Context: an optimization exercise on an open-source flow, tuned for small area, a short achievable clock period and few clock cycles. The choices shown serve that exercise and are no tape-out recipe.
Only simulation tests tie the RTL to the original design; equivalence was not proved.
Power figures rest on the tool's default switching activity, not on a simulated workload.

== the reference run ==
==> flow/design.v <==
module stackmat_decoder (
    input  wire        clk,
    input  wire        rst,           
    input  wire [11:0] spb_p,         
    input  wire [3:0]  spb_q,
    input  wire        zero_hold,     
    input  wire        cmd_start,
    input  wire        cmd_stop,
    input  wire        in_valid,
    output wire        in_ready,
    input  wire [15:0] in_sample,
    input  wire        in_last,
    output reg         res_valid,
    output reg  [2:0]  res_code,
    output wire [7:0]  res_status,
    output reg         capturing,
    output reg         running,
    output reg         is_reset,
    output reg         left_hand,
    output reg         right_hand,
    output wire [19:0] digits,
    output wire [19:0] time_ms,
    output wire [55:0] time_str
);
    localparam [2:0] RES_OK         = 3'd0;
    localparam [2:0] RES_IGNORED    = 3'd1;
    localparam [2:0] RES_SYNC_MISS  = 3'd2;
    localparam [2:0] RES_INCOMPLETE = 3'd3;
    localparam [2:0] RES_INVALID    = 3'd4;
    localparam [2:0] RES_INDET      = 3'd5;
    reg wt;       
    reg rdy;      
    assign in_ready = rdy;
    reg [11:0] p_r;
    reg [3:0]  q_r;
    reg        zh_r;
    always @(posedge clk) begin
        p_r  <= spb_p;
        q_r  <= spb_q;
        zh_r <= zero_hold;
    end
    reg v_r, last_r, zero_r, neg_r, cap_r;
    always @(posedge clk) begin
        v_r    <= in_valid & rdy & ~rst;
        last_r <= in_last;
        zero_r <= (in_sample == 16'd0);
        neg_r  <= in_sample[15];
        cap_r  <= capturing;
    end
    reg         first;        
    reg         prev;         
    reg         x_seen;       
    reg         synced;
    reg  [12:0] acc;          
    reg  [3:0]  bj;           
    reg  [3:0]  bb;           
    reg         ok;           
    reg  [5:0]  dsum;         
    reg  [27:0] sr;           
    reg         ex;           
    wire prev_e   = first | prev;
    wire sym      = zero_r ? prev_e : neg_r;
    wire synced_e = synced & ~first;
    wire x_e      = x_seen & ~first;
    wire armed    = (bb != 4'd0) | ((bj == 4'd9) & (acc != 13'd0));
    wire sync_now = ~synced_e & ~first & prev & ~sym & armed;
    wire syn_new  = synced_e | sync_now;
    wire run_chg  = first | (sym != prev);
    wire [12:0] base = run_chg ? ((~sym | synced_e) ? {1'b0, p_r} : 13'd0) : acc;
    wire [13:0] t    = {1'b0, base} + {9'd0, q_r, 1'b0};
    wire [14:0] u    = {1'b0, t} - {2'b0, p_r, 1'b0};
    wire        wrap = ~u[14];
    wire [12:0] acc_n = wrap ? u[12:0] : t[12:0];
    wire        cnt_clr = run_chg & ~synced_e;
    wire [3:0]  bj_b = cnt_clr ? 4'd0 : bj;
    wire [3:0]  bb_b = cnt_clr ? 4'd0 : bb;
    wire        full = (bb_b == 4'd9) & (bj_b != 4'd0);
    wire        step = wrap & ~full;
    wire        bj_w = (bj_b == 4'd9);
    wire [3:0]  bj_n = step ? (bj_w ? 4'd0 : bj_b + 4'd1) : bj_b;
    wire [3:0]  bb_n = (step & bj_w) ? bb_b + 4'd1 : bb_b;
    wire        complete_n = (bb_n == 4'd9) & (bj_n != 4'd0);
    wire        dbit   = synced_e & step & (bj != 4'd0) & (bj != 4'd9);
    wire [2:0]  j      = bj[2:0] - 3'd1;
    wire        is_dig = (bb != 4'd0) & (bb <= 4'd5);
    wire        keep   = dbit & ((bb == 4'd0) | (is_dig & ~bj[3] & ~bj[2]) |
                                 (is_dig & (bj == 4'd4)));
    wire [3:0]  nib    = sr[27:24];
    reg         exp_b, care, nib_chk;
    always @* begin
        care    = 1'b1;
        exp_b   = 1'b0;
        nib_chk = 1'b0;
        case (bb)
        4'd0: care = 1'b0;
        4'd1, 4'd2, 4'd3, 4'd4, 4'd5: begin
            care    = bj[3] | (bj[2] & bj[0]) | (bj[2] & bj[1]);
            exp_b   = (j == 3'd4) | (j == 3'd5);
            nib_chk = (j == 3'd4);
        end
        4'd6: exp_b = (j == 3'd6) | ((j <= 3'd5) & dsum[j]);   
        4'd7: exp_b = (j == 3'd1) | (j == 3'd3);               
        default: exp_b = (j == 3'd0) | (j == 3'd2) | (j == 3'd3);   
        endcase
    end
    wire nib_big = nib[3] & (nib[2] | nib[1]);
    wire bad     = dbit & care & ((sym != exp_b) | (nib_chk & nib_big));
    wire ok_n    = ~synced_e | (ok & ~bad);
    wire [5:0] dsum_n = ~synced_e ? 6'd0 :
                        (dbit & nib_chk) ? dsum + {2'd0, nib} : dsum;
    wire [7:0] st = sr[7:0];
    wire ok_status = (st == 8'h20) || (st == 8'h41) || (st == 8'h43) ||
                     (st == 8'h49) || (st == 8'h4C) || (st == 8'h52) ||
                     (st == 8'h53);
    wire [2:0] result =
        !cap_r                        ? RES_IGNORED    :
        (!zh_r && (x_e || zero_r))    ? RES_INDET      :
        !syn_new                      ? RES_SYNC_MISS  :
        !complete_n                   ? RES_INCOMPLETE :
        !(ok && ok_status)            ? RES_INVALID    :
                                        RES_OK;
    wire fin   = v_r & last_r;
    wire pk_ok = fin & (result == RES_OK);
    wire [18:0] tr = {dsum, acc};             
    wire [2:0]  es = bb[2:0];                 
    wire [4:0]  ek = {bb[3], bj};             
    wire [2:0]  dl = {ok, x_seen, prev};      
    wire [1:0]  ec = {ex, synced};            
    wire eng_run = wt & (es != 3'd6);
    wire apply   = wt & (es == 3'd6);         
    wire ek_end  = (ek == 5'd18);
    wire rot     = eng_run & (es <= 3'd4) & (ek < 5'd4);
    wire ea = (es != 3'd0) & ((es == 3'd5) ? tr[0] : dl[0]);
    wire eb = (es != 3'd0) & (((es == 3'd1) | (es == 3'd5)) ? dl[1] : dl[2]);
    wire ed = rot & sr[8];
    wire [2:0] esum = {2'd0, ea} + {2'd0, eb} + {2'd0, ed} +
                      ((es == 3'd0) ? 3'd0 : {1'b0, ec});
    wire [18:0] tr_e = {esum[0], tr[18:1]};
    wire [2:0]  es_e = ek_end ? es + 3'd1 : es;
    wire [4:0]  ek_e = ek_end ? 5'd0 : ek + 5'd1;
    wire [2:0]  dl_e = ek_end ? 3'd0 : {dl[1:0], tr[0]};
    wire [1:0]  ec_e = ek_end ? 2'd0 : esum[2:1];
    assign res_status = st;
    reg [3:0] dig0, dig1, dig2, dig3, dig4;
    reg [18:0] tms;           
    always @(posedge clk) begin
        if (pk_ok) begin
            {bb, bj}                   <= 8'd0;
        end else if (v_r) begin
            prev   <= sym;
            x_seen <= x_e | zero_r;
            synced <= syn_new;
            acc    <= acc_n;
            bj     <= bj_n;
            bb     <= bb_n;
            ok     <= ok_n;
            dsum   <= dsum_n;
        end else if (eng_run) begin
            {dsum, acc}                <= tr_e;
            {bb[3], bj}                <= ek_e;
            bb[2:0]                    <= es_e;
            {ok, x_seen, prev}         <= dl_e;
            {ex, synced}               <= ec_e;
        end
        if (v_r & keep)
            sr <= {sym, sr[27:1]};
        else if (rot)
            sr[27:8] <= {sr[8], sr[27:9]};
    end
    always @(posedge clk) begin
        if (rst) begin
            first      <= 1'b1;
            wt         <= 1'b0;
            rdy        <= 1'b1;
            res_valid  <= 1'b0;
            capturing  <= 1'b0;
            running    <= 1'b0;
            is_reset   <= 1'b1;
            left_hand  <= 1'b0;
            right_hand <= 1'b0;
            dig0 <= 4'd0; dig1 <= 4'd0; dig2 <= 4'd0; dig3 <= 4'd0; dig4 <= 4'd0;
            tms        <= 19'd0;
        end else begin
            if (cmd_stop)
                capturing <= 1'b0;
            else if (cmd_start)
                capturing <= 1'b1;
            if (v_r)
                first <= last_r;
            if (pk_ok)
                wt <= 1'b1;
            else if (apply)
                wt <= 1'b0;
            rdy <= ~(pk_ok | (wt & ~apply) | (in_valid & rdy & in_last));
            res_valid <= (fin & ~pk_ok) | apply;
            if (apply) begin
                left_hand  <= 1'b0;
                right_hand <= 1'b0;
                case (st)
                8'h20: begin running <= 1'b1; is_reset <= 1'b0; end
                8'h53: begin running <= 1'b0; is_reset <= 1'b0; end
                8'h49: begin running <= 1'b0; is_reset <= 1'b1; end
                8'h4C: left_hand <= 1'b1;
                8'h52: right_hand <= 1'b1;
                8'h43: begin running <= 1'b0; left_hand <= 1'b1; right_hand <= 1'b1; end
                default: ;
                endcase
                dig0 <= sr[11:8];
                dig1 <= sr[15:12];
                dig2 <= sr[19:16];
                dig3 <= sr[23:20];
                dig4 <= sr[27:24];
                tms  <= tr;
            end
        end
    end
    always @(posedge clk)
        if (fin)
            res_code <= result;
    assign digits = {dig0, dig1, dig2, dig3, dig4};
    assign time_ms = {tms, 1'b0};
    assign time_str = {4'h3, dig0, 8'h3A, 4'h3, dig1, 4'h3, dig2,
                       8'h2E, 4'h3, dig3, 4'h3, dig4};
endmodule
export LEC_CHECK = 0
export CAP_MARGIN = 20
export CORE_MARGIN = 2
export CORE_UTILIZATION = 60
export PLACE_DENSITY = 0.75
export SLEW_MARGIN = 20
create_clock -name core_clock -period 70.0 [get_ports {clk}]
standard.sh (not shown) runs the stock make flow with config.mk's settings and CLKGATE_MAP_FILE= SYNTH_SCRIPT=/design/flow/synth_recipe.tcl, a recipe that flattens the netlist after the stock synthesis.
==> flow/flow/run.sh <==
#!/bin/bash
# The standard layout, with three choices of its own:
#  - the port buffers are sky130_fd_sc_hd__buf_1 (every port still gets one),
#  - constant outputs share one tie cell per level instead of one each,
#  - clock tree with clkbuf_8 only and no dummy loads.
set -euo pipefail
bash standard.sh \
  BUFFER_PORTS_ARGS="-buffer_cell sky130_fd_sc_hd__buf_1" \
  SKIP_REPAIR_TIE_FANOUT=1 \
  CTS_ARGS="-sink_clustering_enable -repair_clock_nets -buf_list sky130_fd_sc_hd__clkbuf_8 -sink_clustering_size 30 -sink_clustering_max_diameter 150 -dont_use_dummy_load" \
  finish > standard.log 2>&1
Testbench counts of the reference run, summed over its fixed seeds: cycles 871,062.
Changes in the trial run relative to the reference run:
-- flow/design.v --
<<< the reference run, line 67
    wire syn_new  = synced_e | sync_now;
    wire run_chg  = first | (sym != prev);
    wire [12:0] base = run_chg ? ((~sym | synced_e) ? {1'b0, p_r} : 13'd0) : acc;
    wire [13:0] t    = {1'b0, base} + {9'd0, q_r, 1'b0};
    wire [14:0] u    = {1'b0, t} - {2'b0, p_r, 1'b0};
>>> the trial run, line 67
    wire syn_new  = synced_e | sync_now;
    wire run_chg  = first | (sym != prev);
    wire [12:0] base = run_chg ? (syn_new ? {1'b0, p_r} : 13'd0) : acc;
    wire [13:0] t    = {1'b0, base} + {9'd0, q_r, 1'b0};
    wire [14:0] u    = {1'b0, t} - {2'b0, p_r, 1'b0};
<<< the reference run, line 81
    wire [3:0]  bb_n = (step & bj_w) ? bb_b + 4'd1 : bb_b;
    wire        complete_n = (bb_n == 4'd9) & (bj_n != 4'd0);
    wire        dbit   = synced_e & step & (bj != 4'd0) & (bj != 4'd9);
    wire [2:0]  j      = bj[2:0] - 3'd1;
    wire        is_dig = (bb != 4'd0) & (bb <= 4'd5);
    wire        keep   = dbit & ((bb == 4'd0) | (is_dig & ~bj[3] & ~bj[2]) |
                                 (is_dig & (bj == 4'd4)));
    wire [3:0]  nib    = sr[27:24];
    reg         exp_b, care, nib_chk;
>>> the trial run, line 81
    wire [3:0]  bb_n = (step & bj_w) ? bb_b + 4'd1 : bb_b;
    wire        complete_n = (bb_n == 4'd9) & (bj_n != 4'd0);
    wire        dbit   = syn_new & step & (bj_b != 4'd0) & (bj_b != 4'd9);
    wire [2:0]  j      = bj_b[2:0] - 3'd1;
    wire        is_dig = (bb_b != 4'd0) & (bb_b <= 4'd5);
    wire        keep   = dbit & ((bb_b == 4'd0) | (is_dig & ~bj_b[3] & ~bj_b[2]) |
                                 (is_dig & (bj_b == 4'd4)));
    wire [3:0]  nib    = sr[27:24];
    reg         exp_b, care, nib_chk;
<<< the reference run, line 92
        exp_b   = 1'b0;
        nib_chk = 1'b0;
        case (bb)
        4'd0: care = 1'b0;
        4'd1, 4'd2, 4'd3, 4'd4, 4'd5: begin
            care    = bj[3] | (bj[2] & bj[0]) | (bj[2] & bj[1]);
            exp_b   = (j == 3'd4) | (j == 3'd5);
            nib_chk = (j == 3'd4);
>>> the trial run, line 92
        exp_b   = 1'b0;
        nib_chk = 1'b0;
        case (bb_b)
        4'd0: care = 1'b0;
        4'd1, 4'd2, 4'd3, 4'd4, 4'd5: begin
            care    = bj_b[3] | (bj_b[2] & bj_b[0]) | (bj_b[2] & bj_b[1]);
            exp_b   = (j == 3'd4) | (j == 3'd5);
            nib_chk = (j == 3'd4);
<<< the reference run, line 106
    wire nib_big = nib[3] & (nib[2] | nib[1]);
    wire bad     = dbit & care & ((sym != exp_b) | (nib_chk & nib_big));
    wire ok_n    = ~synced_e | (ok & ~bad);
    wire [5:0] dsum_n = ~synced_e ? 6'd0 :
                        (dbit & nib_chk) ? dsum + {2'd0, nib} : dsum;
    wire [7:0] st = sr[7:0];
    wire ok_status = (st == 8'h20) || (st == 8'h41) || (st == 8'h43) ||
>>> the trial run, line 106
    wire nib_big = nib[3] & (nib[2] | nib[1]);
    wire bad     = dbit & care & ((sym != exp_b) | (nib_chk & nib_big));
    wire ok_n    = (sync_now | ok) & ~bad;
    wire [5:0] dsum_b = sync_now ? 6'd0 : dsum;
    wire [5:0] dsum_n = (dbit & nib_chk) ? dsum_b + {2'd0, nib} : dsum_b;
    wire [7:0] st = sr[7:0];
    wire ok_status = (st == 8'h20) || (st == 8'h41) || (st == 8'h43) ||
<<< the reference run, line 134
    wire eb = (es != 3'd0) & (((es == 3'd1) | (es == 3'd5)) ? dl[1] : dl[2]);
    wire ed = rot & sr[8];
    wire [2:0] esum = {2'd0, ea} + {2'd0, eb} + {2'd0, ed} +
                      ((es == 3'd0) ? 3'd0 : {1'b0, ec});
    wire [18:0] tr_e = {esum[0], tr[18:1]};
    wire [2:0]  es_e = ek_end ? es + 3'd1 : es;
>>> the trial run, line 134
    wire eb = (es != 3'd0) & (((es == 3'd1) | (es == 3'd5)) ? dl[1] : dl[2]);
    wire ed = rot & sr[8];
    wire [2:0] esum = {2'd0, ea} + {2'd0, eb} + {2'd0, ed} + {1'b0, ec};
    wire [18:0] tr_e = {esum[0], tr[18:1]};
    wire [2:0]  es_e = ek_end ? es + 3'd1 : es;
<<< the reference run, line 147
        if (pk_ok) begin
            {bb, bj}                   <= 8'd0;
        end else if (v_r) begin
            prev   <= sym;
>>> the trial run, line 146
        if (pk_ok) begin
            {bb, bj}                   <= 8'd0;
            {ok, x_seen, prev}         <= 3'd0;
            {ex, synced}               <= 2'd0;
        end else if (v_r) begin
            prev   <= sym;
## What came out
Starting utilization of the core area was higher in the trial run than in the reference run.
Higher overall fraction of global-route tracks in use among the reference run and the trial run: the reference run
Between the reference run and the trial run, the via density per instance does not differ in any meaningful way.
Taking the trial run over the reference run, the total length of routed met3 wires ratio works out to 1.08.
Between the reference run and the trial run, combinational fraction of design power increased.
Against the reference run, area of the core region in the trial run rose slightly.
Side by side, sequential share of layout area turned out lower in the trial run than in the reference run.
Changes observed in the trial run relative to the reference run: final estimated routing congestion in global placement +about 4%, full die area increased by 2.3% relative to the old numbers, wire length of the first global-routing pass rose 1.3 mm.
[the trial run] arrival time of data at the critical path endpoint fell 0.03 ns relative to the reference run
The higher cell area of the reference run and the trial run is in the trial run.
Testbench counts of the trial run, summed over its fixed seeds: cycles 871,062.

==> port drivers added, routing unchanged <==
How much do the figures lean on ideal ports? The routed layouts below were timed once more, with nothing changed but the port constraints.
Step 1, drivers: a clkbuf_16 drives clk and a buf_2 each remaining input, both assumed.
Step 2 times the ports against the registers' clock, not the clock port: input delays grow and output delays shrink by t, the midpoint of the rising clock arrivals with the driver on.
Three values: ideal ports, drivers, drivers and shift; two values: the first two.
run	t, ns	setup slack, ns	hold slack, ns	worst data-port slew with drivers (ns)	pins driven straight from the clock port
the reference run	0.462	54.838 / 54.802 / 54.750	0.390 / 0.390 / 0.390	0.03	1
the trial run	0.458	54.869 / 54.835 / 54.523	0.362 / 0.362 / 0.362	0.03	1
After both steps setup and hold are still met in every run listed. The setup slack of the trial run, which loses most, moves by -0.034 ns with the drivers and by -0.346 ns with both steps.
